This is an optimization exercise on Yosys and OpenROAD, whose aim is a short achievable clock period, not a production implementation. At most, simulation tests tie the RTL to the original design; equivalence was not proved. Only the layout flow was run in runs 3 and 5; the RTL was not checked for function there. No activity file was given, so power comes from the tool's default toggle rates.

`config.mk`:
```
export PLATFORM = sky130hd
export DESIGN_NAME = clock_core
export DESIGN_NICKNAME = clock_core
export VERILOG_FILES = /design/flow/design.v
export SDC_FILE = /design/flow/constraint.sdc
export NUM_CORES = 4
export LEC_CHECK = 0
export CAP_MARGIN = 20
export CORE_MARGIN = 2
export CORE_UTILIZATION = 40
export SLEW_MARGIN = 20
```
`constraint.sdc`:
```
create_clock -name core_clock -period 14.0 [get_ports {clk}]
set_input_delay 2.8000 -clock core_clock [delete_from_list [all_inputs] [get_ports {clk}]]
set_output_delay 2.8000 -clock core_clock [all_outputs]
set_load 0.01 [all_outputs]
```
`design.v`:
```
module bcd_decode (
    input  wire [15:0] p,
    output wire        ok,
    output wire [6:0]  m,
    output wire [6:0]  s
);
    assign ok = (p[15:12] <= 4'd9) && (p[11:8] <= 4'd9) &&
                (p[7:4]   <= 4'd9) && (p[3:0]  <= 4'd9);
    assign m  = {3'd0, p[15:12]} * 7'd10 + {3'd0, p[11:8]};
    assign s  = {3'd0, p[7:4]}   * 7'd10 + {3'd0, p[3:0]};
endmodule
module bcd_time_increment (
    input  wire [15:0] p,
    output wire [15:0] q,
    output wire        sec_wrap,
    output wire        hour_ovf
);
    wire [3:0] so = p[3:0];
    wire [3:0] st = p[7:4];
    wire [3:0] mo = p[11:8];
    wire [3:0] mt = p[15:12];
    wire c0 = 1'b1;
    wire c1 = c0 & (so == 4'd9);
    wire c2 = c1 & (st == 4'd5);
    wire c3 = c2 & (mo == 4'd9);
    wire [3:0] so_n = !c0 ? so : (so == 4'd9) ? 4'd0 : so + 4'd1;
    wire [3:0] st_n = !c1 ? st : (st == 4'd5) ? 4'd0 : st + 4'd1;
    wire [3:0] mo_n = !c2 ? mo : (mo == 4'd9) ? 4'd0 : mo + 4'd1;
    wire [3:0] mt_n = !c3 ? mt : (mt == 4'd5) ? 4'd0 : mt + 4'd1;
    assign q        = {mt_n, mo_n, st_n, so_n};
    assign sec_wrap = c2;
    assign hour_ovf = (q == 16'h0000);
endmodule
module debounce_edge_detector (
    input  wire       clk,
    input  wire       rst,
    input  wire       edge_mode,      
    input  wire       active,         
    input  wire       btn_raw,
    input  wire [9:0] sw_raw,
    input  wire       tmr_timeout,
    input  wire       host_ack_btn,
    input  wire       host_ack_tick,
    input  wire       ack_tick,       
    output reg        btn_lvl,
    output reg  [9:0] sw_lvl,
    output reg        btn_cap,
    output reg        tick_pending,
    output reg  [2:0] ev_kind,
    output wire [5:0] ev_val
);
    localparam EV_NOOP = 3'd0, EV_SET_SEC = 3'd1, EV_SET_MIN = 3'd2,
               EV_SET_HRS = 3'd3, EV_BUMP = 3'd4, EV_EXIT = 3'd5;
    wire trans = (btn_lvl != btn_raw);
    reg ack_btn;
    always @(*) begin
        ev_kind = EV_NOOP;
        ack_btn = 1'b0;
        if (active) begin
            if (edge_mode) begin
                if (btn_cap) begin
                    ack_btn = 1'b1;
                    if (btn_lvl) ev_kind = EV_BUMP;
                end
            end else begin
                if (sw_lvl[7])               ev_kind = EV_EXIT;
                else if (sw_lvl[9:8] == 2'd1) ev_kind = EV_SET_SEC;
                else if (sw_lvl[9:8] == 2'd2) ev_kind = EV_SET_MIN;
                else if (sw_lvl[9:8] == 2'd3) ev_kind = EV_SET_HRS;
                else if (btn_lvl)            ev_kind = EV_BUMP;
            end
        end
    end
    assign ev_val = sw_lvl[5:0];
    always @(posedge clk) begin
        if (rst) begin
            btn_lvl      <= 1'b0;
            sw_lvl       <= 10'd0;
            btn_cap      <= 1'b0;
            tick_pending <= 1'b0;
        end else begin
            btn_lvl      <= btn_raw;
            sw_lvl       <= sw_raw;
            btn_cap      <= trans | (btn_cap & ~(ack_btn | host_ack_btn));
            tick_pending <= tmr_timeout | (tick_pending & ~(ack_tick | host_ack_tick));
        end
    end
endmodule
module clock_state_mux #(
    parameter [15:0] SEED_PACKED = 16'h0000,
    parameter [6:0]  SEED_HOURS  = 7'd0,
    parameter [4:0]  N_TICKS     = 5'd10,
    parameter [5:0]  BUMP_AMOUNT = 6'd2
) (
    input  wire        clk,
    input  wire        rst,
    input  wire        irq_mode,       
    input  wire        active,
    input  wire [2:0]  ev_kind,
    input  wire [5:0]  ev_val,
    input  wire        tick_pending,
    input  wire        btn_cap,
    output reg  [15:0] packed_time,
    output reg  [6:0]  hours,
    output reg  [3:0]  sub_tick_count,
    output reg         halted,
    output wire        ack_tick,
    output wire        refresh
);
    localparam EV_NOOP = 3'd0, EV_SET_SEC = 3'd1, EV_SET_MIN = 3'd2,
               EV_SET_HRS = 3'd3, EV_BUMP = 3'd4, EV_EXIT = 3'd5;
    wire       cur_ok;
    wire [6:0] cur_m, cur_s;
    bcd_decode u_dec_cur (.p(packed_time), .ok(cur_ok), .m(cur_m), .s(cur_s));
    wire [5:0]  set_v    = ev_val % 6'd60;
    wire [5:0]  set_tens = set_v / 6'd10;
    wire [5:0]  set_ones = set_v % 6'd10;
    wire [7:0]  set_bcd  = {set_tens[3:0], set_ones[3:0]};
    wire [11:0] bump_tot   = cur_m * 12'd60 + {5'd0, cur_s} + {6'd0, BUMP_AMOUNT};
    wire [11:0] bump_rem   = bump_tot % 12'd3600;
    wire [11:0] bump_min   = bump_rem / 12'd60;
    wire [11:0] bump_sec   = bump_rem % 12'd60;
    wire [11:0] bump_mt    = bump_min / 12'd10;
    wire [11:0] bump_mo    = bump_min % 12'd10;
    wire [11:0] bump_st    = bump_sec / 12'd10;
    wire [11:0] bump_so    = bump_sec % 12'd10;
    wire [15:0] bump_pt    = {bump_mt[3:0], bump_mo[3:0], bump_st[3:0], bump_so[3:0]};
    wire [11:0] bump_carry = bump_tot / 12'd3600;
    wire [7:0]  bump_hsum  = {1'b0, hours} + bump_carry[7:0];
    wire [7:0]  bump_hr    = bump_hsum % 8'd100;
    reg [15:0] pt1;
    reg [6:0]  hr1;
    reg        hl1;
    always @(*) begin
        pt1 = packed_time;
        hr1 = hours;
        hl1 = halted;
        case (ev_kind)
            EV_SET_SEC: pt1 = {packed_time[15:8], set_bcd};
            EV_SET_MIN: pt1 = {set_bcd, packed_time[7:0]};
            EV_SET_HRS: hr1 = {1'b0, ev_val} % 7'd100;
            EV_BUMP: if (cur_ok) begin
                pt1 = bump_pt;
                hr1 = bump_hr[6:0];
            end
            EV_EXIT:    hl1 = 1'b1;
            default: ;
        endcase
    end
    wire serve_tick = active && tick_pending && !hl1 && (!irq_mode || !btn_cap);
    wire [15:0] inc_q;
    wire        inc_sec_wrap, inc_hour_ovf;
    bcd_time_increment u_inc (.p(pt1), .q(inc_q), .sec_wrap(inc_sec_wrap),
                              .hour_ovf(inc_hour_ovf));
    wire [4:0] sub_next = {1'b0, sub_tick_count} + 5'd1;
    wire       advance  = serve_tick && (sub_next >= N_TICKS[4:0]);
    wire [7:0] hr_inc   = ({1'b0, hr1} + 8'd1) % 8'd100;
    assign ack_tick = serve_tick;
    assign refresh  = advance;
    always @(posedge clk) begin
        if (rst) begin
            packed_time    <= SEED_PACKED;
            hours          <= SEED_HOURS;
            sub_tick_count <= 4'd0;
            halted         <= 1'b0;
        end else begin
            halted <= hl1;
            if (advance) begin
                packed_time    <= inc_q;
                hours          <= inc_hour_ovf ? hr_inc[6:0] : hr1;
                sub_tick_count <= 4'd0;
            end else begin
                packed_time    <= pt1;
                hours          <= hr1;
                if (serve_tick) sub_tick_count <= sub_next[3:0];
            end
        end
    end
endmodule
module clock_core (
    input  wire        clk,
    input  wire        rst,
    input  wire        cfg_irq,        
    input  wire        cfg_edge,       
    input  wire        btn_raw,
    input  wire [9:0]  sw_raw,
    input  wire        tmr_timeout,
    input  wire        dispatch_en,
    input  wire        host_ack_btn,
    input  wire        host_ack_tick,
    output wire [15:0] packed_time,
    output wire [6:0]  hours,
    output wire [3:0]  sub_tick_count,
    output wire        halted,
    output wire        tick_pending,
    output wire        btn_cap,
    output wire        btn_lvl,
    output wire [9:0]  sw_lvl,
    output wire [6:0]  dec_min,
    output wire [6:0]  dec_sec,
    output wire        bcd_err,
    output wire        refresh,
    output wire        irq
);
    reg [15:0] pt;
    reg [6:0]  hr;
    reg [3:0]  sub;
    reg        hlt, tp, bc, bl;
    reg [9:0]  sw;
    reg [6:0]  dm, ds;
    reg        be;
    reg        adv_rdy;    
    reg        irq_rdy;    
    assign packed_time    = pt;
    assign hours          = hr;
    assign sub_tick_count = sub;
    assign halted         = hlt;
    assign tick_pending   = tp;
    assign btn_cap        = bc;
    assign btn_lvl        = bl;
    assign sw_lvl         = sw;
    assign dec_min        = dm;
    assign dec_sec        = ds;
    assign bcd_err        = be;
    function [15:0] inc1(input [15:0] p);
        reg [3:0] so, st, mo, mt;
        reg c1, c2, c3;
        begin
            so = p[3:0]; st = p[7:4]; mo = p[11:8]; mt = p[15:12];
            c1 = (so == 4'd9);
            c2 = c1 & (st == 4'd5);
            c3 = c2 & (mo == 4'd9);
            inc1 = {(!c3 ? mt : (mt == 4'd5) ? 4'd0 : mt + 4'd1),
                    (!c2 ? mo : (mo == 4'd9) ? 4'd0 : mo + 4'd1),
                    (!c1 ? st : (st == 4'd5) ? 4'd0 : st + 4'd1),
                    ((so == 4'd9) ? 4'd0 : so + 4'd1)};
        end
    endfunction
    function [16:0] add2(input [15:0] p);
        reg [3:0] so, st, mo, mt;
        reg c1, c2, c3, c4;
        begin
            so = p[3:0]; st = p[7:4]; mo = p[11:8]; mt = p[15:12];
            c1 = (so >= 4'd8);
            c2 = c1 & (st == 4'd5);
            c3 = c2 & (mo == 4'd9);
            c4 = c3 & (mt == 4'd5);
            add2 = {c4,
                    (!c3 ? mt : (mt == 4'd5) ? 4'd0 : mt + 4'd1),
                    (!c2 ? mo : (mo == 4'd9) ? 4'd0 : mo + 4'd1),
                    (!c1 ? st : (st == 4'd5) ? 4'd0 : st + 4'd1),
                    (c1 ? so - 4'd8 : so + 4'd2)};
        end
    endfunction
    function [6:0] hinc(input [6:0] h);
        reg [7:0] t;
        begin
            t = ({1'b0, h} + 8'd1) % 8'd100;
            hinc = t[6:0];
        end
    endfunction
    function [7:0] set_bcd(input [5:0] v);
        reg [5:0] m, t, o;
        begin
            m = v % 6'd60;
            t = m / 6'd10;
            o = m % 6'd10;
            set_bcd = {t[3:0], o[3:0]};
        end
    endfunction
    function [26:0] tick(input [15:0] p, input [6:0] h, input [3:0] s, input serve);
        reg [15:0] q;
        begin
            q = inc1(p);
            if (serve && s >= 4'd9)
                tick = {q, ((q == 16'h0000) ? hinc(h) : h), 4'd0};
            else if (serve)
                tick = {p, h, s + 4'd1};
            else
                tick = {p, h, s};
        end
    endfunction
    wire [16:0] b2     = add2(pt);
    wire        do_bmp = bc & bl;
    wire [15:0] pe1    = do_bmp ? b2[15:0] : pt;
    wire [6:0]  he1    = (do_bmp && b2[16]) ? hinc(hr) : hr;
    wire [5:0]  v     = sw[5:0];
    wire [1:0]  sel   = sw[9:8];
    wire        lexit = sw[7];
    reg  [15:0] pl1;
    reg  [6:0]  hl1;
    always @(*) begin
        pl1 = pt;
        hl1 = hr;
        if (!lexit) begin
            case (sel)
                2'd1: pl1 = {pt[15:8], set_bcd(v)};
                2'd2: pl1 = {set_bcd(v), pt[7:0]};
                2'd3: hl1 = {1'b0, v};
                default: if (bl) begin
                    pl1 = b2[15:0];
                    hl1 = b2[16] ? hinc(hr) : hr;
                end
            endcase
        end
    end
    wire [26:0] cur_t = {pt, hr, sub};
    wire [26:0] edg_t = hlt ? cur_t : tick(pe1, he1, sub, tp);
    wire [26:0] irq_t = hlt ? cur_t : tick(pe1, he1, sub, tp & ~bc);
    wire [26:0] lvl_t = hlt ? cur_t : tick(pl1, hl1, sub, tp & ~lexit);
    wire [26:0] nxt_t = !dispatch_en ? cur_t :
                        cfg_irq      ? irq_t :
                        cfg_edge     ? edg_t : lvl_t;
    wire act     = dispatch_en & ~hlt;
    wire serve   = act & tp & (cfg_irq ? ~bc : (cfg_edge | ~lexit));
    wire ack_btn = act & (cfg_irq | cfg_edge) & bc;
    wire hlt_n   = hlt | (dispatch_en & ~cfg_irq & ~cfg_edge & lexit);
    wire tp_n    = tmr_timeout | (tp & ~(serve | host_ack_tick));
    wire bc_n    = (bl ^ btn_raw) | (bc & ~(ack_btn | host_ack_btn));
    wire [15:0] pt_n  = nxt_t[26:11];
    wire [6:0]  hr_n  = nxt_t[10:4];
    wire [3:0]  sub_n = nxt_t[3:0];
    always @(posedge clk) begin
        if (rst) begin
            pt      <= 16'h0000;
            hr      <= 7'd0;
            sub     <= 4'd0;
            hlt     <= 1'b0;
            tp      <= 1'b0;
            bc      <= 1'b0;
            bl      <= 1'b0;
            sw      <= 10'd0;
            dm      <= 7'd0;
            ds      <= 7'd0;
            be      <= 1'b0;
            adv_rdy <= 1'b0;
            irq_rdy <= 1'b0;
        end else begin
            pt      <= pt_n;
            hr      <= hr_n;
            sub     <= sub_n;
            hlt     <= hlt_n;
            tp      <= tp_n;
            bc      <= bc_n;
            bl      <= btn_raw;
            sw      <= sw_raw;
            dm      <= {3'd0, pt_n[15:12]} * 7'd10 + {3'd0, pt_n[11:8]};
            ds      <= {3'd0, pt_n[7:4]}   * 7'd10 + {3'd0, pt_n[3:0]};
            be      <= (pt_n[15:12] > 4'd9) | (pt_n[11:8] > 4'd9) |
                       (pt_n[7:4]   > 4'd9) | (pt_n[3:0]  > 4'd9);
            adv_rdy <= ~hlt_n & tp_n & (sub_n >= 4'd9);
            irq_rdy <= ~hlt_n & (bc_n | tp_n);
        end
    end
    assign refresh = dispatch_en & adv_rdy & ~(cfg_irq & bc) &
                     (cfg_irq | cfg_edge | ~lexit);
    assign irq     = cfg_irq & irq_rdy;
endmodule
```
`run.sh`:
```
#!/bin/bash
# synth_recipe.tcl (not shown) runs the flow's synth.tcl, then flattens the netlist and writes it again
# the make line also repeats each setting of config.mk as NAME=value (left out here)
make -C /OpenROAD-flow-scripts/flow DESIGN_CONFIG=/design/flow/config.mk WORK_HOME=/design/flow/orfs CLKGATE_MAP_FILE= SYNTH_SCRIPT=/design/flow/synth_recipe.tcl finish
```
==> results of run 1 <==
==> cell type report <==
cell class	count	area, sq um
Clock inverter	3	25.0
Tap cell	275	344
Timing Repair Buffer	84	816
Multi-Input combinational cell	1011	6700
Clock buffer	5	125
Inverter	49	184
Sequential cell	56	1120
Fill cell	2222	11700
==> per-layer routing <==
metal | up-vias | track usage (%)
li1 | 4524 | -
met1 | 4489 | 38.0
met2 | 377 | 40.0
met3 | 60 | 3.27
met4 | 0 | 8.30
met5 | - | 0
==> state kept, by name, summed over array words and instances (netlist names) <==
| signal | cells |
|---|---|
| adv_rdy | 1 |
| pt | 14 |
| irq_rdy | 1 |
| bl | 1 |
| be | 1 |
| sub | 4 |
| hlt | 1 |
| sw | 10 |
| ds | 7 |
| hr | 7 |
| dm | 7 |
| tp | 1 |
| bc | 1 |
==> cells in the final DEF (no fill, tap or decap), types with 11 or more instances in the layout <==
cell               n
nand3_1           45
xnor2_1           18
a31oi_1           22
a21oi_1           64
nor2b_1           35
nor4_1            11
nand2b_1          15
and2_1            16
nand2_1          132
nor3_1            25
mux2i_1           22
o21a_1            12
xor2_1            11
nor2_1           110
ha_1              36
and3_1            13
a21o_1            15
a221oi_1          11
o21ai_0           91
clkdlybuf4s50_1   75
dfxtp_1           56
or3_1             13
o31ai_1           14
nand4_1           13
o211ai_1          20
inv_1             47
==> power breakdown <==
part	switching [W]	internal, W
Clock	0.0000728	0.0000682
Combinational	0.000140	0.0000989
Sequential	0.0000306	0.000172
Total	0.000244	0.000339
==> metrics by stage <==
stage / area [sq um] / utilization, % / setup slack (ns) / power, W
floorplan: 8550 / - / 7.38 / 0.000365
global placement: 9160 / 43.6 / 6.33 / 0.000439
detailed placement: 9160 / 43.6 / 6.29 / 0.000439
CTS: 9310 / 44.3 / 6.28 / 0.000584
global route: 9310 / 44.3 / 6.12 / 0.000618
finish: 9310 / 44.3 / 6.21 / 0.000583
==> logic make-up (layout without fill, tap and decap cells) <==
group	count (synthesis)	count (layout)	share of synthesized area [%]
AO/OA/AOI/OAI	410	410	34.5
AND/OR/NAND/NOR	501	501	30.8
flip-flops	56	56	13.1
XOR/XNOR	29	29	2.97
adder cells (fa/ha/maj)	40	40	6.20
buffers and inverters	143	141	8.62
multiplexers	31	31	3.80
==> worst min-delay path, stage by stage (launching register included) <==
cell and delay [ns]:
dfxtp_1 0.36, nand2_1 0.07, a21oi_1 0.05
==> path summary, 6_finish.rpt <==
kind         cells after the start  slack, ns      from       to
max                              6       6.21  cfg_edge  refresh
min                              2       0.53    sub[1]   sub[1]
max reg2reg                     26       7.15     sw[3]    dm[6]
min reg2reg                      2       0.53    sub[1]   sub[1]
==> out/summary.txt, run 1 <==
Worst path slowest cell -> nor2_1
fin crit period -> 7.79 ns
clock skew -> 0.0126 ns
# nets final -> 1,266
final setup vio count -> 0
Synth Register Bits -> 56
CTS clock-pin slew for the worst setup and hold paths -> 0.08 ns
CP peak stage delay -> 0.58 ns
dominant cell by count in the synthesized netlist -> nand2_1
clock latency (worst-skew pair) -> 0.32 ns
Overall Global Routing Usage -> 26.2%
P per Cell Area -> 62.6 nW/um^2
Final Hold Fails -> 0
syn avg cell area -> 7.07 sq um
grt ovf -> 0
Hold WS -> 0.525 ns
area grow syn2layout -> 8.88%
post-CTS sizing -> 0
initial cell density of the core -> 40.7%
Ys Warns -> 1
Pre-antenna DRT Iters -> 5
Post-CTS Setup Bufs -> 0
diode count -> 0
wl on met1 -> 14,200 um
CP dominant cell by count -> clkdlybuf4s50_1
Clock Sinks -> 56
most frequent cells after synthesis -> nand2_1 (132), nor2_1 (111), o21ai_0 (91)
highest clock rate -> 0.128 GHz
critical path peak fanout -> 29
delay-heaviest family, CP -> buffers and inverters
Crit Path Class -> in2out
CP bufs+invs -> 3
vias in the first global route -> 8,540
GPL Wtd Cong -> 0.954
share of cells above drive strength 1 -> 7.28%
Avg Vias per Cell -> 6.37
most common flop cell mapped by yosys -> dfxtp_1
Async S/R FF share, synth -> 0%
CP Cell Sequence -> clkdlybuf4s50_1 -> buf_4 -> nor2_1 -> a22oi_1 -> and3_1 -> clkdlybuf4s50_1
CP Capture Type -> primary output
Hold Crit Class -> reg2reg
buffers added on ports -> 76
Via Count -> 9,450
DR DRC count -> 0
syn_nets -> 1,269
Die Span X -> 150 um
Area contributors post-synth -> dfxtp_1 (13%), nand2_1 (5.8%), o21ai_0 (5.3%), ha_1 (5.3%), nor2_1 (4.9%)
Slew headroom -> 37.8%
floorplan core area -> 21,000 sq um
Worst Tran Pin Value -> 0.932 ns
unrepaired setup endpoints after global routing -> false
IO Pins -> 77
status -> complete, no violations
die outline height -> 150 um
Final HPWL DP -> 22,100 um
Antenna Nets Post-Route -> 0
leakage power -> 3.31 nW
DR iter-0 viols -> 1,087
Yosys top cell by area -> dfxtp_1
EDFF count, synth -> 0
global-route wire length before repair -> 47,100 um
top-area cell type share of the netlist area -> 13.1%
Cell Count, Final, Fillers Out -> 1,483
Hold Buf Count CTS -> 0
pin count of the biggest net entering global routing -> 56
setup TNS -> 0 ns
Rows -> 53
H-tree levels -> 2
worst vdd ir -> 0.0000511 V
# placed instances -> 1,475
number of max-cap violations -> 0
period utilisation layout -> 55.6%
sequential share of the synthesized area -> 13.1%
Mapped Area -> 8550 sq um
uppermost layer routed -> met4
initial antenna violation count -> 0
Longest Clk Path Bufs -> 2
WP data arrival -> 4.99 ns
routed length per instance -> 20.1 um
startpoint type of the worst setup path -> primary input
CTS root buf -> clkbuf_16
met2 routed WL -> 12,800 um
die footprint -> 22,600 sq um
Worst Path Required -> 11.20 ns
WL final -> 29,700 um
fin. max-slew vios -> 0
Cells after Synth -> 1,210
clock buffer count from CTS -> 5
CTS tree -> done
met3 wire length -> 1820 um
synth unique cells -> 114
==> run 2: changes to the inputs <==
==> flow/run.sh (new file) <==
#!/bin/bash
set -euo pipefail
bash standard.sh SETUP_SLACK_MARGIN=8.5 finish > standard.log 2>&1
==> standard.sh (new file) <==
#!/bin/bash
# synth_recipe.tcl (not shown) runs the flow's synth.tcl, then flattens the netlist and writes it again
# the make line also repeats each setting of config.mk as NAME=value (left out here)
make -C /OpenROAD-flow-scripts/flow DESIGN_CONFIG=/design/flow/config.mk WORK_HOME=/design/flow/orfs CLKGATE_MAP_FILE= SYNTH_SCRIPT=/design/flow/synth_recipe.tcl "${@:-finish}"
removed: run.sh
==> run 2 against run 1 <==
- still clean
- synthesized cell count stayed put
- sequential share of layout area is 0.96 points lower
- worst hold slack better by 0.037 ns
- global-route usage is 1.1 points higher
- first-iteration DRC count is 7.9% higher
==> out/summary.txt, run 2 <==
WP data arrival -> 3.50 ns (was 4.99 ns)
Via Count -> 9,915 (was 9,450)
Crit Path Class -> in2out (unchanged)
RR Startpoint -> pt[3] (was sw[3])
most common flop cell mapped by yosys -> dfxtp_1 (unchanged)
xor/xnor share of the synthesized area -> 2.97% (unchanged)
compound-cell area share of the yosys netlist -> 34.5% (unchanged)
clock buffer count from CTS -> 5 (unchanged)
Pre-antenna DRT Iters -> 6 (was 5)
diode count -> 0 (unchanged)
Hold Crit Class -> reg2reg (unchanged)
Post-Synth Simple-Gate Area -> 30.8% (unchanged)
DR DRC count -> 0 (unchanged)
critical path peak fanout -> 3 (was 29)
CP Capture Type -> primary output (unchanged)
initial cell density of the core -> 40.7% (unchanged)
share of cells above drive strength 1 -> 16.5% (was 7.28%)
setup TNS -> 0 ns (unchanged)
max FFs per register -> 14 (unchanged)
leakage power -> 3.79 nW (was 3.31 nW)
main combinational cell family by area after synthesis -> compound AO/OA/AOI/OAI gates (unchanged)
unrepaired setup endpoints after global routing -> true (was false)
CP Cell Sequence -> buf_8 -> buf_12 -> a22oi_2 -> and3_4 -> buf_6 (was clkdlybuf4s50_1 -> buf_4 -> nor2_1 -> a22oi_1 -> and3_1 -> clkdlybuf4s50_1)
Final HPWL DP -> 22,100 um (about the same)
H-tree levels -> 2 (unchanged)
P per Cell Area -> 61.8 nW/um^2 (was 62.6 nW/um^2)
EDFF count, synth -> 0 (unchanged)
Regs by FF count -> pt x14, sw x10 (unchanged)
pin count of the biggest net entering global routing -> 56 (unchanged)
crit path launch -> cfg_irq (was cfg_edge)
vias in the first global route -> 8,807 (was 8,540)
Slew headroom -> 37.6% (was 37.8%)
RR Endpoint -> dm[6] (unchanged)
dominant cell by count in the synthesized netlist -> nand2_1 (unchanged)
CTS tree -> done (unchanged)
die footprint -> 22,600 sq um (unchanged)
period utilisation layout -> 45.0% (was 55.6%)
largest register by flop count -> pt (unchanged)
syn avg cell area -> 7.07 sq um (unchanged)
buffers added on ports -> 76 (unchanged)
area grow syn2layout -> 20.9% (was 8.88%)
syn_nets -> 1,269 (unchanged)
mux contribution to synthesized area -> 3.80% (unchanged)
most common cell after layout, fill and taps aside -> nand2_1 (unchanged)
Yosys top cell by area -> dfxtp_1 (unchanged)
synth unique cells -> 114 (unchanged)
IO Pins -> 77 (unchanged)
WL final -> 31,900 um (was 29,700 um)
Ys Warns -> 1 (unchanged)
Die Span X -> 150 um (unchanged)
worst vdd ir -> 0.0000630 V (was 0.0000511 V)
floorplan core area -> 21,000 sq um (unchanged)
initial antenna violation count -> 0 (unchanged)
Worst Path Required -> 11.20 ns (about the same)
startpoint type of the worst setup path -> primary input (unchanged)
R2R Setup Slk -> 8.41 ns (was 7.15 ns)
Antenna Nets Post-Route -> 0 (unchanged)
sequential share of the synthesized area -> 13.1% (unchanged)
Mapped Area -> 8550 sq um (unchanged)
GPL Wtd Cong -> 0.969 (was 0.954)
clock latency (worst-skew pair) -> 0.32 ns (about the same)
Worst path slowest cell -> and3_4 (was nor2_1)
Overall Global Routing Usage -> 27.2% (was 26.2%)
Synth Register Bits -> 56 (unchanged)
final setup vio count -> 0 (unchanged)
commonest cells after routing, fill and taps aside -> nand2_1 (127), nor2_1 (108), o21ai_0 (87) (was nand2_1 (132), nor2_1 (110), o21ai_0 (91))
Cells after Synth -> 1,210 (unchanged)
final core utilization -> 49.2% (was 44.3%)
Filler Cell Count -> 2,043 (was 2,222)
die outline height -> 150 um (unchanged)
most frequent cells after synthesis -> nand2_1 (132), nor2_1 (111), o21ai_0 (91) (unchanged)
Async S/R FF share, synth -> 0% (unchanged)
Worst Setup EP -> refresh (unchanged)
Worst Tran Pin Value -> 0.934 ns (was 0.932 ns)
top-area cell type share of the netlist area -> 13.1% (unchanged)
fin. max-slew vios -> 0 (unchanged)
global-route wire length before repair -> 49,100 um (was 47,100 um)
hold wc startpoint -> sub[1] (unchanged)
CP peak stage delay -> 0.21 ns (was 0.58 ns)
Final Hold Fails -> 0 (unchanged)
Longest Clk Path Bufs -> 2 (unchanged)
CTS clock-pin slew for the worst setup and hold paths -> 0.09 ns (was 0.08 ns)
DR iter-0 viols -> 1,173 (was 1,087)
Register-to-Register Path Depth -> 22 (was 26)
multi-input logic area -> 7000 sq um (was 6700 sq um)
Clock Sinks -> 56 (unchanged)
Rows -> 53 (unchanged)
Avg Vias per Cell -> 6.41 (was 6.37)
Area contributors post-synth -> dfxtp_1 (13%), nand2_1 (5.8%), o21ai_0 (5.3%), ha_1 (5.3%), nor2_1 (4.9%) (unchanged)
grt ovf -> 0 (unchanged)
status -> complete, no violations (unchanged)
sequential cell area -> 1150 sq um (was 1120 sq um)
CTS root buf -> clkbuf_16 (unchanged)
fin crit period -> 6.30 ns (was 7.79 ns)
number of max-cap violations -> 0 (unchanged)
highest clock rate -> 0.159 GHz (was 0.128 GHz)
# nets final -> 1,331 (was 1,266)
clock skew -> 0.0160 ns (was 0.0126 ns)
Adder-Cell Fraction of Synth Area -> 6.20% (unchanged)
routed length per instance -> 20.6 um (was 20.1 um)
==> run 2: cell types whose count changed in the layout (fill, tap and decap cells not counted), sizes merged, moves of 2 or more <==
cell	delta
buf	+67
bufbuf	+2
clkdlybuf4s50	-5
clkinv	+2
inv	-2
==> run 2: critical path: cells and delay by family <==
family | cells | cell delay (ns)
buffers and inverters | 3 | 0.32
and+or+nand+nor | 1 | 0.21
AOI/OAI and AO/OA | 1 | 0.17
==> run 2: repair_timing <==
action | CTS | global route
setup buffers | 42 | 18
pin swaps | 10 | 18
resized for setup | 66 | 70
hold buffers | 0 | 0
endpoints found under the setup margin | 15 | 23
hold endpoints to repair | 0 | 0
cloned | 2 | 0
==> run 2: logic make-up (layout without fill, tap and decap cells) <==
family | after synthesis | after routing
flip-flops | 56 | 56
XOR/XNOR | 29 | 29
AND/OR/NAND/NOR | 501 | 501
AO/OA/AOI/OAI | 410 | 410
multiplexers | 31 | 31
adder cells (fa/ha/maj) | 40 | 40
buffers and inverters | 143 | 206
==> run 2: layout make-up <==
type                            instances  share of cell area, %
Multi-Input combinational cell       1011                   67.7
Timing Repair Buffer                  149                   14.4
Sequential cell                        56                   11.1
Tap cell                              275                   3.33
Inverter                               49                   1.85
Clock buffer                            5                   1.21
Clock inverter                          3                  0.460
==> run 2: layer usage <==
layer	track usage (%)	routed length (um)	share of wire, %	up-vias
li1	-	-	-	4633
met3	4.97	2580	8.1	54
met5	0	0	0	-
met2	42.2	14200	44	497
met4	7.41	776	2.4	0
met1	38.5	14400	45	4731
==> run 2: per-stage QoR <==
stage	setup slack (ns)	hold slack (ns)	instance area, sq um	power [W]	cells
floorplan	7.83	0.525	8600	0.000367	1210
global placement	6.53	0.532	9210	0.000441	1478
detailed placement	6.53	0.534	9210	0.000442	1478
CTS	7.71	0.553	9910	0.000617	1530
global route	7.69	0.581	10300	0.000672	1548
finish	7.70	0.563	10300	0.000640	1548
==> run 2: power breakdown <==
group          internal, W  switching, W  leakage (nW)  total [W]
Clock            0.0000855     0.0000697        0.0840   0.000155
Sequential        0.000172     0.0000265         0.467   0.000198
Combinational     0.000125      0.000161          3.24   0.000286
Total             0.000382      0.000258          3.79   0.000640
==> run 2: worst min path at each step <==
stage               slack (ns)      to  cells past startpoint
finish                    0.56  sub[1]                      2
global route              0.58  sub[1]                      2
CTS                       0.55  sub[1]                      2
detailed placement        0.53  sub[1]                      2
global placement          0.53  sub[1]                      2
floorplan                 0.53  sub[1]                      2
==> run 3: changes to the inputs <==
--- a/design.v
+++ b/design.v
@@ -352,7 +352,24 @@
             irq_rdy <= ~hlt_n & (bc_n | tp_n);
         end
     end
-    assign refresh = dispatch_en & adv_rdy & ~(cfg_irq & bc) &
-                     (cfg_irq | cfg_edge | ~lexit);
+    clock_core_outs u_outs (
+        .dispatch_en(dispatch_en), .cfg_irq(cfg_irq), .cfg_edge(cfg_edge),
+        .adv_rdy(adv_rdy), .irq_rdy(irq_rdy), .btn_cap(bc), .sw_exit(lexit),
+        .refresh(refresh), .irq(irq)
+    );
+endmodule
+module clock_core_outs (
+    input  wire dispatch_en,
+    input  wire cfg_irq,
+    input  wire cfg_edge,
+    input  wire adv_rdy,
+    input  wire irq_rdy,
+    input  wire btn_cap,
+    input  wire sw_exit,
+    output wire refresh,
+    output wire irq
+);
+    assign refresh = dispatch_en & adv_rdy & ~(cfg_irq & btn_cap) &
+                     (cfg_irq | cfg_edge | ~sw_exit);
     assign irq     = cfg_irq & irq_rdy;
 endmodule
--- a/config.mk
+++ b/config.mk
@@ -9,3 +9,5 @@
 export CORE_MARGIN = 2
 export CORE_UTILIZATION = 40
 export SLEW_MARGIN = 20
+export SYNTH_HIERARCHICAL = 1
+export SYNTH_MINIMUM_KEEP_SIZE = 0
==> run 3 against run 2 <==
- clock-buffer cell count stayed put
- core utilization is 1.8 points lower
- non-clock buffer count is 47 lower
- wire length is 12% lower
- via count is 9.3% lower
- global-route usage is 2.0 points lower
- design area is 11% lower
- sequential power hardly changed
- clock power is 6% lower
- synthesized area is 6.8% lower
- sequential cell count stayed put
- first-iteration DRC count is 0.17% higher
==> out/summary.txt, run 3 <==
DR DRC count -> 0 (unchanged)
Die Span X -> 145 um (was 150 um)
Worst Path Required -> 11.20 ns (about the same)
Total Power -> 0.000575 W (was 0.000640 W)
Regs by FF count -> pt x14, sw x10 (unchanged)
Yosys top cell by area -> dfxtp_1 (unchanged)
P per Cell Area -> 62.2 nW/um^2 (was 61.8 nW/um^2)
syn_nets -> 1,202 (was 1,269)
Async S/R FF share, synth -> 0% (unchanged)
top-area cell type share of the netlist area -> 14.1% (was 13.1%)
dominant cell by count in the synthesized netlist -> nor2_1 (was nand2_1)
Worst Tran Pin Value -> 0.988 ns (was 0.934 ns)
Crit Path Class -> in2out (unchanged)
global-route wire length before repair -> 43,600 um (was 49,100 um)
EDFF count, synth -> 0 (unchanged)
most common flop cell mapped by yosys -> dfxtp_1 (unchanged)
Cells after Synth -> 1,144 (was 1,210)
Int Pwr -> 0.000340 W (was 0.000382 W)
Overall Global Routing Usage -> 25.2% (was 27.2%)
Hold WS -> 0.580 ns (was 0.563 ns)
clock latency (worst-skew pair) -> 0.33 ns (was 0.32 ns)
CTS clock-pin slew for the worst setup and hold paths -> 0.08 ns (was 0.09 ns)
Cell Count, Final, Fillers Out -> 1,432 (was 1,548)
initial cell density of the core -> 40.8% (was 40.7%)
die footprint -> 21,100 sq um (was 22,600 sq um)
# placed instances -> 1,408 (was 1,478)
number of max-cap violations -> 0 (unchanged)
fin crit period -> 6.19 ns (was 6.30 ns)
grt ovf -> 0 (unchanged)
diode count -> 0 (unchanged)
routed length per instance -> 19.5 um (was 20.6 um)
final setup vio count -> 0 (unchanged)
largest register by flop count -> pt (unchanged)
initial antenna violation count -> 0 (unchanged)
Final Hold Fails -> 0 (unchanged)
pin count of the biggest net entering global routing -> 56 (unchanged)
clock skew -> 0.0169 ns (was 0.0160 ns)
highest clock rate -> 0.161 GHz (was 0.159 GHz)
clock buffer count from CTS -> 5 (unchanged)
area grow syn2layout -> 16.1% (was 20.9%)
GPL Wtd Cong -> 0.965 (was 0.969)
share of power burned in registers -> 34.3% (was 31.0%)
CTS root buf -> clkbuf_16 (unchanged)
CTS tree -> done (unchanged)
most common cell after layout, fill and taps aside -> nor2_1 (was nand2_1)
DR iter-0 viols -> 1,175 (was 1,173)
Antenna Nets Post-Route -> 0 (unchanged)
CP Capture Type -> primary output (unchanged)
Synth Register Bits -> 56 (unchanged)
share of cells above drive strength 1 -> 8.91% (was 16.5%)
leakage power -> 3.33 nW (was 3.79 nW)
Ys Warns -> 7 (was 1)
most frequent cells after synthesis -> nor2_1 (110), nand2_1 (101), a21oi_1 (85) (was nand2_1 (132), nor2_1 (111), o21ai_0 (91))
sequential share of the synthesized area -> 14.1% (was 13.1%)
Hold Crit Class -> reg2reg (unchanged)
Slew headroom -> 32.3% (was 37.6%)
fin. max-slew vios -> 0 (unchanged)
H-tree levels -> 2 (unchanged)
Rows -> 51 (was 53)
WP data arrival -> 3.39 ns (was 3.50 ns)
clock share of power -> 25.2% (was 24.3%)
die outline height -> 145 um (was 150 um)
IO Pins -> 77 (unchanged)
Clock Sinks -> 56 (unchanged)
worst vdd ir -> 0.0000530 V (was 0.0000630 V)
final core utilization -> 47.4% (was 49.2%)
synth unique cells -> 93 (was 114)
floorplan core area -> 19,500 sq um (was 21,000 sq um)
period utilisation layout -> 44.2% (was 45.0%)
status -> complete, no violations (unchanged)
power share of the combinational group -> 40.5% (was 44.8%)
Via Count -> 8,993 (was 9,915)
Avg Vias per Cell -> 6.28 (was 6.41)
Longest Clk Path Bufs -> 2 (unchanged)
unrepaired setup endpoints after global routing -> true (unchanged)
Pre-antenna DRT Iters -> 6 (unchanged)
vias in the first global route -> 7,761 (was 8,807)
WL final -> 28,000 um (was 31,900 um)
commonest cells after routing, fill and taps aside -> nor2_1 (107), nand2_1 (99), a21oi_1 (83) (was nand2_1 (127), nor2_1 (108), o21ai_0 (87))
max FFs per register -> 14 (unchanged)
buffers added on ports -> 76 (unchanged)
switching share of power -> 40.9% (was 40.3%)
Area contributors post-synth -> dfxtp_1 (14%), ha_1 (5.7%), a21oi_1 (5.3%), nor2_1 (5.2%), o21ai_0 (5.1%) (was dfxtp_1 (13%), nand2_1 (5.8%), o21ai_0 (5.3%), ha_1 (5.3%), nor2_1 (4.9%))
setup TNS -> 0 ns (unchanged)
syn avg cell area -> 6.97 sq um (was 7.07 sq um)
P_sw -> 0.000235 W (was 0.000258 W)
# nets final -> 1,224 (was 1,331)
Final HPWL DP -> 20,100 um (was 22,100 um)
Hold Buf Count CTS -> 0 (unchanged)
Mapped Area -> 7970 sq um (was 8550 sq um)
startpoint type of the worst setup path -> primary input (unchanged)
critical path peak fanout -> 2 (was 3)
## run 3: worst paths after layout
check	startpoint	end	slack, ns	cells after the start
min	sub[1]	sub[1]	0.58	2
max reg2reg	sw[7]	dm[6]	8.79	23
min reg2reg	sub[1]	sub[1]	0.58	2
max	cfg_edge	refresh	7.81	5
## run 3: per-module statistics from Yosys (local to each module, per instance)
module           flip-flops and latches  area (sq um)
clock_core                           56          7930
clock_core_outs                       0          36.3
## run 3: metal layers
| metal | GRT usage (%) | part of all wire, % | up-vias |
|---|---|---|---|
| met2 | 37.2 | 43 | 444 |
| met5 | 0 | 0 | - |
| met3 | 3.27 | 7.6 | 44 |
| li1 | - | - | 4307 |
| met1 | 38.2 | 48 | 4198 |
| met4 | 6.37 | 2.1 | 0 |
## run 3: cell families (layout without fill, tap and decap cells)
group | after synthesis | in the layout | synth area share, %
buffers and inverters | 134 | 157 | 7.18
xor gates and xnor gates | 42 | 42 | 4.62
AOI/OAI and AO/OA | 365 | 365 | 31.0
adders and majority gates | 39 | 39 | 6.41
muxes | 28 | 28 | 3.63
and+or+nand+nor | 480 | 480 | 33.1
DFF | 56 | 56 | 14.1
## run 3: what timing repair did
action / 4_1_cts / 5_1_grt
setup endpoints to repair: 13 / 10
resized for setup: 45 / 28
pin swaps: 2 / 5
setup buffers: 4 / 10
cloned: 2 / 0
## run 3: stage by stage
| step | setup slack, ns | cell area, sq um |
|---|---|---|
| 2_1_floorplan | 8.13 | 7990 |
| 3_3_place_gp | 6.72 | 8760 |
| 3_5_place_dp | 6.72 | 8760 |
| 4_1_cts | 7.81 | 9070 |
| 5_1_grt | 7.80 | 9250 |
| 6_report | 7.81 | 9250 |
## run 3: area by class of cell
type	instances	area, sq um
Timing Repair Buffer	102	1040
Clock buffer	5	125
Fill cell	2010	10300
Clock inverter	3	27.5
Tap cell	265	332
Multi-Input combinational cell	954	6410
Inverter	47	184
Sequential cell	56	1130
## run 3: worst max-delay path, cell delays in order
cell and delay (ns):
buf_8 0.10, buf_12 0.11, nor3b_4 0.20, a211oi_4 0.04, buf_2 0.14
## run 3: power by group through the flow
stage          Combinational (W)  Clock (W)  Sequential [W]
3_3_place_gp            0.000217          0        0.000200
6_report                0.000233   0.000145        0.000197
4_1_cts                 0.000224   0.000148        0.000197
3_5_place_dp            0.000217          0        0.000200
5_1_grt                 0.000255   0.000153        0.000200
2_1_floorplan           0.000155          0        0.000188
==> run 4: changes to the inputs <==
--- a/design.v
+++ b/design.v
@@ -308,13 +308,17 @@
     wire [26:0] edg_t = hlt ? cur_t : tick(pe1, he1, sub, tp);
     wire [26:0] irq_t = hlt ? cur_t : tick(pe1, he1, sub, tp & ~bc);
     wire [26:0] lvl_t = hlt ? cur_t : tick(pl1, hl1, sub, tp & ~lexit);
-    wire [26:0] nxt_t = !dispatch_en ? cur_t :
-                        cfg_irq      ? irq_t :
-                        cfg_edge     ? edg_t : lvl_t;
-    wire act     = dispatch_en & ~hlt;
-    wire serve   = act & tp & (cfg_irq ? ~bc : (cfg_edge | ~lexit));
-    wire ack_btn = act & (cfg_irq | cfg_edge) & bc;
-    wire hlt_n   = hlt | (dispatch_en & ~cfg_irq & ~cfg_edge & lexit);
+    wire m_irq, m_edge, m_lvl;
+    clock_core_mode u_mode (
+        .dispatch_en(dispatch_en), .cfg_irq(cfg_irq), .cfg_edge(cfg_edge),
+        .m_irq(m_irq), .m_edge(m_edge), .m_lvl(m_lvl)
+    );
+    wire [26:0] nxt_t = m_irq  ? irq_t :
+                        m_edge ? edg_t :
+                        m_lvl  ? lvl_t : cur_t;
+    wire serve   = ~hlt & tp & ((m_irq & ~bc) | m_edge | (m_lvl & ~lexit));
+    wire ack_btn = ~hlt & bc & (m_irq | m_edge);
+    wire hlt_n   = hlt | (m_lvl & lexit);
     wire tp_n    = tmr_timeout | (tp & ~(serve | host_ack_tick));
     wire bc_n    = (bl ^ btn_raw) | (bc & ~(ack_btn | host_ack_btn));
     wire [15:0] pt_n  = nxt_t[26:11];
@@ -373,3 +377,15 @@
                      (cfg_irq | cfg_edge | ~sw_exit);
     assign irq     = cfg_irq & irq_rdy;
 endmodule
+module clock_core_mode (
+    input  wire dispatch_en,
+    input  wire cfg_irq,
+    input  wire cfg_edge,
+    output wire m_irq,
+    output wire m_edge,
+    output wire m_lvl
+);
+    assign m_irq  = dispatch_en & cfg_irq;
+    assign m_edge = dispatch_en & ~cfg_irq & cfg_edge;
+    assign m_lvl  = dispatch_en & ~cfg_irq & ~cfg_edge;
+endmodule
==> run 4 against run 3 <==
- still clean
- sequential share of layout area down 1.0 points
- die area increased by 2.2%
- first-iteration DRC count increased by 4.0%
- non-clock buffer count grew 57
- wire length increased by 13%
- combinational power rose by 17%
- fmax increased by 1.2%
- critical endpoint unchanged
- largest cell class unchanged
==> out/summary.txt, run 4 <==
IO Pins -> 77 (unchanged)
Final Hold Fails -> 0 (unchanged)
worst vdd ir -> 0.0000542 V (was 0.0000530 V)
WL final -> 31,600 um (was 28,000 um)
Hold WS -> 0.601 ns (was 0.580 ns)
max FFs per register -> 15 (was 14)
Via Count -> 9,764 (was 8,993)
DR iter-0 viols -> 1,222 (was 1,175)
critical path peak fanout -> 4 (was 2)
leakage power -> 3.78 nW (was 3.33 nW)
Area contributors post-synth -> dfxtp_1 (14%), nor2_1 (5.6%), ha_1 (5.2%), o21ai_0 (5.2%), nand2_1 (4.5%) (was dfxtp_1 (14%), ha_1 (5.7%), a21oi_1 (5.3%), nor2_1 (5.2%), o21ai_0 (5.1%))
dominant cell by count in the synthesized netlist -> nor2_1 (unchanged)
Filler Cell Count -> 2,017 (was 2,010)
Hold Path Cell Cnt -> 2 (unchanged)
top-area cell type share of the netlist area -> 13.8% (was 14.1%)
clock latency (worst-skew pair) -> 0.32 ns (was 0.33 ns)
unrepaired setup endpoints after global routing -> true (unchanged)
WP data arrival -> 3.32 ns (was 3.39 ns)
DR DRC count -> 0 (unchanged)
period utilisation layout -> 43.7% (was 44.2%)
RR Startpoint -> sw[3] (was sw[7])
final setup vio count -> 0 (unchanged)
synth unique cells -> 104 (was 93)
fin crit period -> 6.12 ns (was 6.19 ns)
Mapped Area -> 8150 sq um (was 7970 sq um)
CTS clock-pin slew for the worst setup and hold paths -> 0.08 ns (about the same)
Register-to-Register Path Depth -> 28 (was 23)
most common flop cell mapped by yosys -> dfxtp_1 (unchanged)
routed length per instance -> 20.7 um (was 19.5 um)
CTS tree -> done (unchanged)
met2 routed WL -> 14,400 um (was 11,900 um)
setup TNS -> 0 ns (unchanged)
EDFF count, synth -> 0 (unchanged)
share of cells above drive strength 1 -> 17.4% (was 8.91%)
syn avg cell area -> 6.92 sq um (was 6.97 sq um)
most frequent cells after synthesis -> nor2_1 (121), nand2_1 (97), o21ai_0 (84) (was nor2_1 (110), nand2_1 (101), a21oi_1 (85))
R2R Setup Slk -> 8.63 ns (was 8.79 ns)
floorplan core area -> 20,100 sq um (was 19,500 sq um)
H-tree levels -> 2 (unchanged)
vias in the first global route -> 8,748 (was 7,761)
CP Capture Type -> primary output (unchanged)
sequential share of the synthesized area -> 13.8% (was 14.1%)
number of max-cap violations -> 0 (unchanged)
Yosys top cell by area -> dfxtp_1 (unchanged)
Synth Register Bits -> 56 (unchanged)
fin. max-slew vios -> 0 (unchanged)
startpoint type of the worst setup path -> primary input (unchanged)
GPL Wtd Cong -> 0.958 (was 0.965)
sequential cell area -> 1140 sq um (was 1130 sq um)
die footprint -> 21,500 sq um (was 21,100 sq um)
Worst Path Required -> 11.20 ns (about the same)
CTS root buf -> clkbuf_16 (unchanged)
area grow syn2layout -> 24.4% (was 16.1%)
initial cell density of the core -> 40.5% (was 40.8%)
Avg Vias per Cell -> 6.40 (was 6.28)
Final HPWL DP -> 22,300 um (was 20,100 um)
pin count of the biggest net entering global routing -> 56 (unchanged)
Hold Path End -> sub[3] (was sub[1])
grt ovf -> 0 (unchanged)
met3 wire length -> 2370 um (was 2130 um)
Rows -> 52 (was 51)
wl on met1 -> 13,500 um (was 13,300 um)
Overall Global Routing Usage -> 27.8% (was 25.2%)
Antenna Nets Post-Route -> 0 (unchanged)
die outline height -> 147 um (was 145 um)
most common cell after layout, fill and taps aside -> nor2_1 (unchanged)
# nets final -> 1,312 (was 1,224)
Cells after Synth -> 1,177 (was 1,144)
Die Span X -> 147 um (was 145 um)
buffers added on ports -> 76 (unchanged)
syn_nets -> 1,234 (was 1,202)
RR Endpoint -> dm[6] (unchanged)
highest clock rate -> 0.163 GHz (was 0.161 GHz)
Ys Warns -> 7 (unchanged)
Clock Sinks -> 56 (unchanged)
diode count -> 0 (unchanged)
Async S/R FF share, synth -> 0% (unchanged)
hold wc startpoint -> sub[3] (was sub[1])
P per Cell Area -> 59.5 nW/um^2 (was 62.2 nW/um^2)
clock skew -> 0.0124 ns (was 0.0169 ns)
Hold Crit Class -> reg2reg (unchanged)
commonest cells after routing, fill and taps aside -> nor2_1 (112), nand2_1 (95), o21ai_0 (79) (was nor2_1 (107), nand2_1 (99), a21oi_1 (83))
global-route wire length before repair -> 48,500 um (was 43,600 um)
Crit Path Class -> in2out (unchanged)
Regs by FF count -> pt x15, sw x10 (was pt x14, sw x10)
uppermost layer routed -> met4 (unchanged)
status -> complete, no violations (unchanged)
Longest Clk Path Bufs -> 2 (unchanged)
largest register by flop count -> pt (unchanged)
Total Power -> 0.000603 W (was 0.000575 W)
Pre-antenna DRT Iters -> 6 (unchanged)
Worst Tran Pin Value -> 0.871 ns (was 0.988 ns)
initial antenna violation count -> 0 (unchanged)
multi-input logic area -> 6900 sq um (was 6410 sq um)
Slew headroom -> 41.9% (was 32.3%)
clock buffer count from CTS -> 5 (unchanged)
run 4: changes by cell type after synthesis, moves of 7 or more:
cell	delta
a31oi_1	+7
a211oi_1	-7
a21oi_1	-15
nor2_1	+11
or2_2	+8
o21a_1	+11
run 4: report_power, final:
group / internal (W) / total (W) / switching [W]
combinational: 0.000119 / 0.000272 / 0.000154
clock: 0.0000684 / 0.000140 / 0.0000718
sequential: 0.000171 / 0.000191 / 0.0000194
total: 0.000358 / 0.000603 / 0.000245
run 4: stage by stage:
step	utilization, %	worst slack [ns]	area, sq um	std cells
2_1_floorplan	-	8.13	8200	1177
3_3_place_gp	44.8	6.65	9000	1450
3_5_place_dp	44.8	6.57	9000	1450
4_1_cts	47.5	7.87	9550	1482
5_1_grt	50.4	7.85	10100	1526
6_report	50.4	7.88	10100	1526
run 4: worst max path at each step:
stage	from	endpoint	cells after the start
floorplan	dispatch_en	refresh	2
global placement	cfg_irq	dm[6]	14
detailed placement	cfg_irq	dm[6]	14
CTS	cfg_irq	refresh	4
global route	cfg_edge	refresh	4
finish	dispatch_en	refresh	4
run 4: cells by family (layout without fill, tap and decap cells):
kind of cell	count (synthesis)	after routing	share of synthesized area (%)
simple gates	500	500	32.9
compound gates	391	391	33.2
buf+inv	129	208	6.72
flops	56	56	13.8
xor+xnor	41	41	4.41
fa+ha+maj	38	38	6.20
mux	22	22	2.79
run 4: what timing repair did:
action                                  4_1_cts  5_1_grt
setup buffers                                23       44
resized for setup                            74       63
pin swaps                                    16       34
gates cloned                                  1        0
endpoints found under the setup margin       26       16
hold buffers                                  0        0
run 4: metal layers:
layer / vias up / GRT usage [%]
li1: 4552 / -
met1: 4601 / 38.0
met2: 516 / 44.3
met3: 95 / 3.94
met4: 0 / 11.1
met5: - / 0
run 4: area by class of cell:
cell class / count / area share, %
Clock inverter: 3 / 0.271
Clock buffer: 5 / 1.23
Multi-Input combinational cell: 992 / 68.0
Sequential cell: 56 / 11.2
Inverter: 41 / 1.58
Timing Repair Buffer: 159 / 14.3
Tap cell: 270 / 3.33
run 4: Yosys stat by module (local to each module, per instance):
| module | cell area, sq um | cells inside |
|---|---|---|
| clock_core | 8090 | 1170 |
| clock_core_mode | 28.8 | 3 |
| clock_core_outs | 36.3 | 4 |
run 4: critical path: stages:
cell and delay (ns):
buf_4 0.11, nand2_4 0.05, a211oi_4 0.19, buf_2 0.16
==> run 5: changes to the inputs <==
--- a/design.v
+++ b/design.v
@@ -210,6 +210,8 @@
     reg [6:0]  dm, ds;
     reg        be;
     reg        adv_rdy;    
+    reg        adv_irq;    
+    reg        adv_lvl;    
     reg        irq_rdy;    
     assign packed_time    = pt;
     assign hours          = hr;
@@ -338,6 +340,8 @@
             ds      <= 7'd0;
             be      <= 1'b0;
             adv_rdy <= 1'b0;
+            adv_irq <= 1'b0;
+            adv_lvl <= 1'b0;
             irq_rdy <= 1'b0;
         end else begin
             pt      <= pt_n;
@@ -353,12 +357,14 @@
             be      <= (pt_n[15:12] > 4'd9) | (pt_n[11:8] > 4'd9) |
                        (pt_n[7:4]   > 4'd9) | (pt_n[3:0]  > 4'd9);
             adv_rdy <= ~hlt_n & tp_n & (sub_n >= 4'd9);
+            adv_irq <= ~hlt_n & tp_n & (sub_n >= 4'd9) & ~bc_n;
+            adv_lvl <= ~hlt_n & tp_n & (sub_n >= 4'd9) & ~sw_raw[7];
             irq_rdy <= ~hlt_n & (bc_n | tp_n);
         end
     end
     clock_core_outs u_outs (
         .dispatch_en(dispatch_en), .cfg_irq(cfg_irq), .cfg_edge(cfg_edge),
-        .adv_rdy(adv_rdy), .irq_rdy(irq_rdy), .btn_cap(bc), .sw_exit(lexit),
+        .adv_rdy(adv_rdy), .adv_irq(adv_irq), .adv_lvl(adv_lvl), .irq_rdy(irq_rdy),
         .refresh(refresh), .irq(irq)
     );
 endmodule
@@ -367,15 +373,28 @@
     input  wire cfg_irq,
     input  wire cfg_edge,
     input  wire adv_rdy,
+    input  wire adv_irq,
+    input  wire adv_lvl,
     input  wire irq_rdy,
-    input  wire btn_cap,
-    input  wire sw_exit,
     output wire refresh,
     output wire irq
 );
-    assign refresh = dispatch_en & adv_rdy & ~(cfg_irq & btn_cap) &
-                     (cfg_irq | cfg_edge | ~sw_exit);
-    assign irq     = cfg_irq & irq_rdy;
+    wire n_irq, n_other;
+    clock_core_nand2 u_t_irq (.a(dispatch_en), .b(adv_irq), .y(n_irq));
+    clock_core_a32oi u_t_oth (.a1(dispatch_en), .a2(cfg_edge), .a3(adv_rdy),
+                              .b1(dispatch_en), .b2(adv_lvl), .y(n_other));
+    clock_core_mux2i u_sel   (.s(cfg_irq), .a1(n_irq), .a0(n_other), .y(refresh));
+    assign irq = cfg_irq & irq_rdy;
+endmodule
+module clock_core_nand2 (input wire a, input wire b, output wire y);
+    assign y = ~(a & b);
+endmodule
+module clock_core_a32oi (input wire a1, input wire a2, input wire a3,
+                         input wire b1, input wire b2, output wire y);
+    assign y = ~((a1 & a2 & a3) | (b1 & b2));
+endmodule
+module clock_core_mux2i (input wire s, input wire a1, input wire a0, output wire y);
+    assign y = ~(s ? a1 : a0);
 endmodule
 module clock_core_mode (
     input  wire dispatch_en,
==> run 5 against run 4 <==
- register-to-register slack lost 0.16 ns
- design area increased by 4.4%
- combinational power is 6% higher
- clock skew rose by 0.00061 ns
- critical endpoint unchanged
- largest power group unchanged
==> out/summary.txt, run 5 <==
met3 wire length -> 2570 um (was 2370 um)
number of max-cap violations -> 0 (unchanged)
share of power burned in registers -> 28.2% (was 31.6%)
Cell Count, Final, Fillers Out -> 1,582 (was 1,526)
placed cell area -> 9460 sq um (was 9000 sq um)
setup TNS -> 0 ns (unchanged)
most frequent cells after synthesis -> nand2_1 (118), nor2_1 (114), a21oi_1 (95) (was nor2_1 (121), nand2_1 (97), o21ai_0 (84))
CTS root buf -> clkbuf_16 (unchanged)
die footprint -> 22,800 sq um (was 21,500 sq um)
diode count -> 0 (unchanged)
met2 routed WL -> 14,200 um (was 14,400 um)
period utilisation layout -> 43.8% (was 43.7%)
DR iter-0 viols -> 1,358 (was 1,222)
share of cells above drive strength 1 -> 16.4% (was 17.4%)
Int Pwr -> 0.000459 W (was 0.000358 W)
CP Capture Type -> primary output (unchanged)
most common flop cell mapped by yosys -> dfxtp_1 (unchanged)
dominant cell by count in the synthesized netlist -> nand2_1 (was nor2_1)
vias in the first global route -> 8,829 (was 8,748)
grt ovf -> 0 (unchanged)
multi-input logic area -> 7290 sq um (was 6900 sq um)
H-tree levels -> 3 (was 2)
Cells after Synth -> 1,246 (was 1,177)
clock skew -> 0.0131 ns (was 0.0124 ns)
wl on met1 -> 14,800 um (was 13,500 um)
Final HPWL DP -> 23,400 um (was 22,300 um)
synth unique cells -> 111 (was 104)
Register-to-Register Path Depth -> 22 (was 28)
R2R Setup Slk -> 8.47 ns (was 8.63 ns)
Rows -> 53 (was 52)
Area contributors post-synth -> dfxtp_1 (13%), ha_1 (6.1%), a21oi_1 (5.5%), nand2_1 (5.1%), nor2_1 (4.9%) (was dfxtp_1 (14%), nor2_1 (5.6%), ha_1 (5.2%), o21ai_0 (5.2%), nand2_1 (4.5%))
Avg Vias per Cell -> 6.33 (was 6.40)
IO Pins -> 77 (unchanged)
GPL Wtd Cong -> 0.936 (was 0.958)
WL final -> 32,500 um (was 31,600 um)
crit path launch -> cfg_edge (was dispatch_en)
Yosys top cell by area -> dfxtp_1 (unchanged)
clock latency (worst-skew pair) -> 0.35 ns (was 0.32 ns)
EDFF count, synth -> 0 (unchanged)
switching share of power -> 37.8% (was 40.6%)
Ys Warns -> 7 (unchanged)
Die Span X -> 151 um (was 147 um)
Hold Buf Count CTS -> 0 (unchanged)
P per Cell Area -> 69.7 nW/um^2 (was 59.5 nW/um^2)
buffers added on ports -> 76 (unchanged)
area grow syn2layout -> 22.3% (was 24.4%)
Mapped Area -> 8650 sq um (was 8150 sq um)
Worst Path Required -> 11.20 ns (about the same)
Overall Global Routing Usage -> 27.7% (was 27.8%)
largest register by flop count -> pt (unchanged)
Filler Cell Count -> 2,138 (was 2,017)
RR Startpoint -> sw[5] (was sw[3])
Final Hold Fails -> 0 (unchanged)
pin count of the biggest net entering global routing -> 59 (was 56)
fin. max-slew vios -> 0 (unchanged)
critical path peak fanout -> 2 (was 4)
clock share of power -> 32.6% (was 23.2%)
CTS clock-pin slew for the worst setup and hold paths -> 0.05 ns (was 0.08 ns)
# nets final -> 1,367 (was 1,312)
Final Instance Area -> 10,600 sq um (was 10,100 sq um)
Hold Crit Class -> reg2reg (unchanged)
sequential share of the synthesized area -> 13.4% (was 13.8%)
Synth Register Bits -> 58 (was 56)
Slew headroom -> 35.3% (was 41.9%)
P_sw -> 0.000279 W (was 0.000245 W)
initial antenna violation count -> 0 (unchanged)
leakage power -> 3.85 nW (was 3.78 nW)
Via Count -> 10.0k (was 9,764)
floorplan core area -> 21,200 sq um (was 20,100 sq um)
syn_nets -> 1,310 (was 1,234)
Total Power -> 0.000738 W (was 0.000603 W)
commonest cells after routing, fill and taps aside -> nand2_1 (114), nor2_1 (109), a21oi_1 (90) (was nor2_1 (112), nand2_1 (95), o21ai_0 (79))
power share of the combinational group -> 39.2% (was 45.2%)
Pre-antenna DRT Iters -> 6 (unchanged)
syn avg cell area -> 6.94 sq um (was 6.92 sq um)
most common cell after layout, fill and taps aside -> nand2_1 (was nor2_1)
sequential cell area -> 1190 sq um (was 1140 sq um)
uppermost layer routed -> met4 (unchanged)
final setup vio count -> 0 (unchanged)
status -> complete, no violations (unchanged)
DR DRC count -> 0 (unchanged)
Crit Path Class -> in2out (unchanged)
initial cell density of the core -> 40.9% (was 40.5%)
Clock Sinks -> 58 (was 56)
Worst Setup EP -> refresh (unchanged)
clock buffer count from CTS -> 9 (was 5)
highest clock rate -> 0.163 GHz (about the same)
Regs by FF count -> pt x16, sw x10, hr x7 (was pt x15, sw x10)
global-route wire length before repair -> 49,500 um (was 48,500 um)
unrepaired setup endpoints after global routing -> true (unchanged)
Longest Clk Path Bufs -> 2 (unchanged)
max FFs per register -> 16 (was 15)
worst vdd ir -> 0.0000540 V (was 0.0000542 V)
routed length per instance -> 20.6 um (was 20.7 um)
startpoint type of the worst setup path -> primary input (unchanged)
Antenna Nets Post-Route -> 0 (unchanged)
CTS tree -> done (unchanged)
die outline height -> 151 um (was 147 um)
fin crit period -> 6.13 ns (was 6.12 ns)
RR Endpoint -> ds[6] (was dm[6])
Worst Tran Pin Value -> 0.946 ns (was 0.871 ns)
WP data arrival -> 3.33 ns (was 3.32 ns)
# placed instances -> 1,518 (was 1,450)
top-area cell type share of the netlist area -> 13.4% (was 13.8%)
Async S/R FF share, synth -> 0% (unchanged)
[run 5: area by class of cell]
class | instances | share of cell area [%]
Clock buffer | 13 | 2.55
Multi-Input combinational cell | 1049 | 68.9
Tap cell | 275 | 3.25
Inverter | 50 | 1.84
Sequential cell | 58 | 11.2
Timing Repair Buffer | 135 | 11.9
Clock inverter | 2 | 0.331
[run 5: cells by family after synthesis]
kind of cell / after synthesis / share of synthesized area [%]
DFF: 58 / 13.4
muxes: 35 / 4.32
xor gates and xnor gates: 30 / 3.04
buffers and inverters: 139 / 7.09
AOI/OAI and AO/OA: 427 / 33.7
and+or+nand+nor: 511 / 31.6
adders and majority gates: 46 / 6.88
[run 5: per-layer routing]
layer	vias to the layer above	track usage [%]
li1	4761	-
met1	4690	39.9
met2	489	42.4
met3	71	4.16
met4	0	8.64
met5	-	0
[run 5: how the worst min path moves through the flow]
stage | from | end | depth (start not counted)
2_1_floorplan | sub[1] | sub[1] | 2
3_3_place_gp | sub[1] | sub[1] | 2
3_5_place_dp | sub[1] | sub[1] | 2
4_1_cts | sub[1] | sub[1] | 2
5_1_grt | sub[3] | sub[3] | 2
6_report | sub[1] | sub[1] | 2
[run 5: power by group through the flow]
stage               clock network [W]  registers [W]  logic (W)
floorplan                           0       0.000199   0.000176
global placement                    0       0.000212   0.000250
detailed placement                  0       0.000211   0.000250
CTS                          0.000243       0.000207   0.000260
global route                 0.000249       0.000210   0.000314
finish                       0.000241       0.000208   0.000289
[run 5: metrics by stage]
stage          util (%)  hold WS [ns]  setup slack [ns]
3_5_place_dp       44.7         0.563              6.97
5_1_grt            50.0         0.633              7.84
2_1_floorplan         -         0.567              8.11
4_1_cts            47.0         0.573              7.83
3_3_place_gp       44.7         0.558              7.04
6_report           50.0         0.564              7.87
[run 5: timing repair]
| action | CTS | global route |
|---|---|---|
| pin swaps | 6 | 28 |
| hold endpoints to repair | 0 | 0 |
| setup buffers | 6 | 42 |
| resized for setup | 63 | 88 |
| gates cloned | 0 | 1 |
| endpoints found under the setup margin | 20 | 18 |
[run 5: worst max-delay path, cell delays in order]
cell and delay, ns:
buf_8 0.09, a32oi_1 0.19, mux2i_1 0.10, buf_2 0.15
[run 5: per-module statistics from Yosys (local to each module, per instance)]
| module | flip-flops and latches | cell area (sq um) | copies in the design | cells inside |
|---|---|---|---|---|
| clock_core_mux2i | 0 | 10.0 | 1 | 1 |
| clock_core_nand2 | 0 | 3.75 | 1 | 1 |
| clock_core | 58 | 8590 | 1 | 1239 |
| clock_core_a32oi | 0 | 8.76 | 1 | 1 |
| clock_core_mode | 0 | 28.8 | 1 | 3 |
| clock_core_outs | 0 | 6.26 | 1 | 1 |

## port drivers added, routing unchanged
The flow's constraints put no driver on any port. The routed layouts listed below were extracted and timed again, unchanged, in two steps. Step 1 (the two cells are an assumption about what drives the block):
set clk [get_ports {clk}]
set_driving_cell -lib_cell sky130_fd_sc_hd__clkbuf_16 $clk
set_driving_cell -lib_cell sky130_fd_sc_hd__buf_2 [delete_from_list [all_inputs] $clk]
Step 2 times the ports against the registers' clock, not the clock port: input delays grow and output delays shrink by t, the midpoint of the rising clock arrivals with the driver on. Slacks: no drivers / after step 1 / after step 2; pairs: no drivers / after step 1.
run	shift t [ns]	setup WS [ns]	latest minus earliest clock arrival (ns)
run 1	0.366	6.211 / 6.185 / 6.185	0.012 / 0.012
run 2	0.357	7.703 / 7.666 / 7.666	0.016 / 0.016
run 3	0.361	7.806 / 7.768 / 7.768	0.017 / 0.017
run 4	0.362	7.882 / 7.846 / 7.846	0.013 / 0.013
run 5	0.394	7.871 / 7.832 / 7.832	0.013 / 0.013
After both steps setup and hold are still met in every run listed. The setup slack of run 5, which loses most, moves by -0.039 ns with the drivers and by -0.039 ns with both steps.
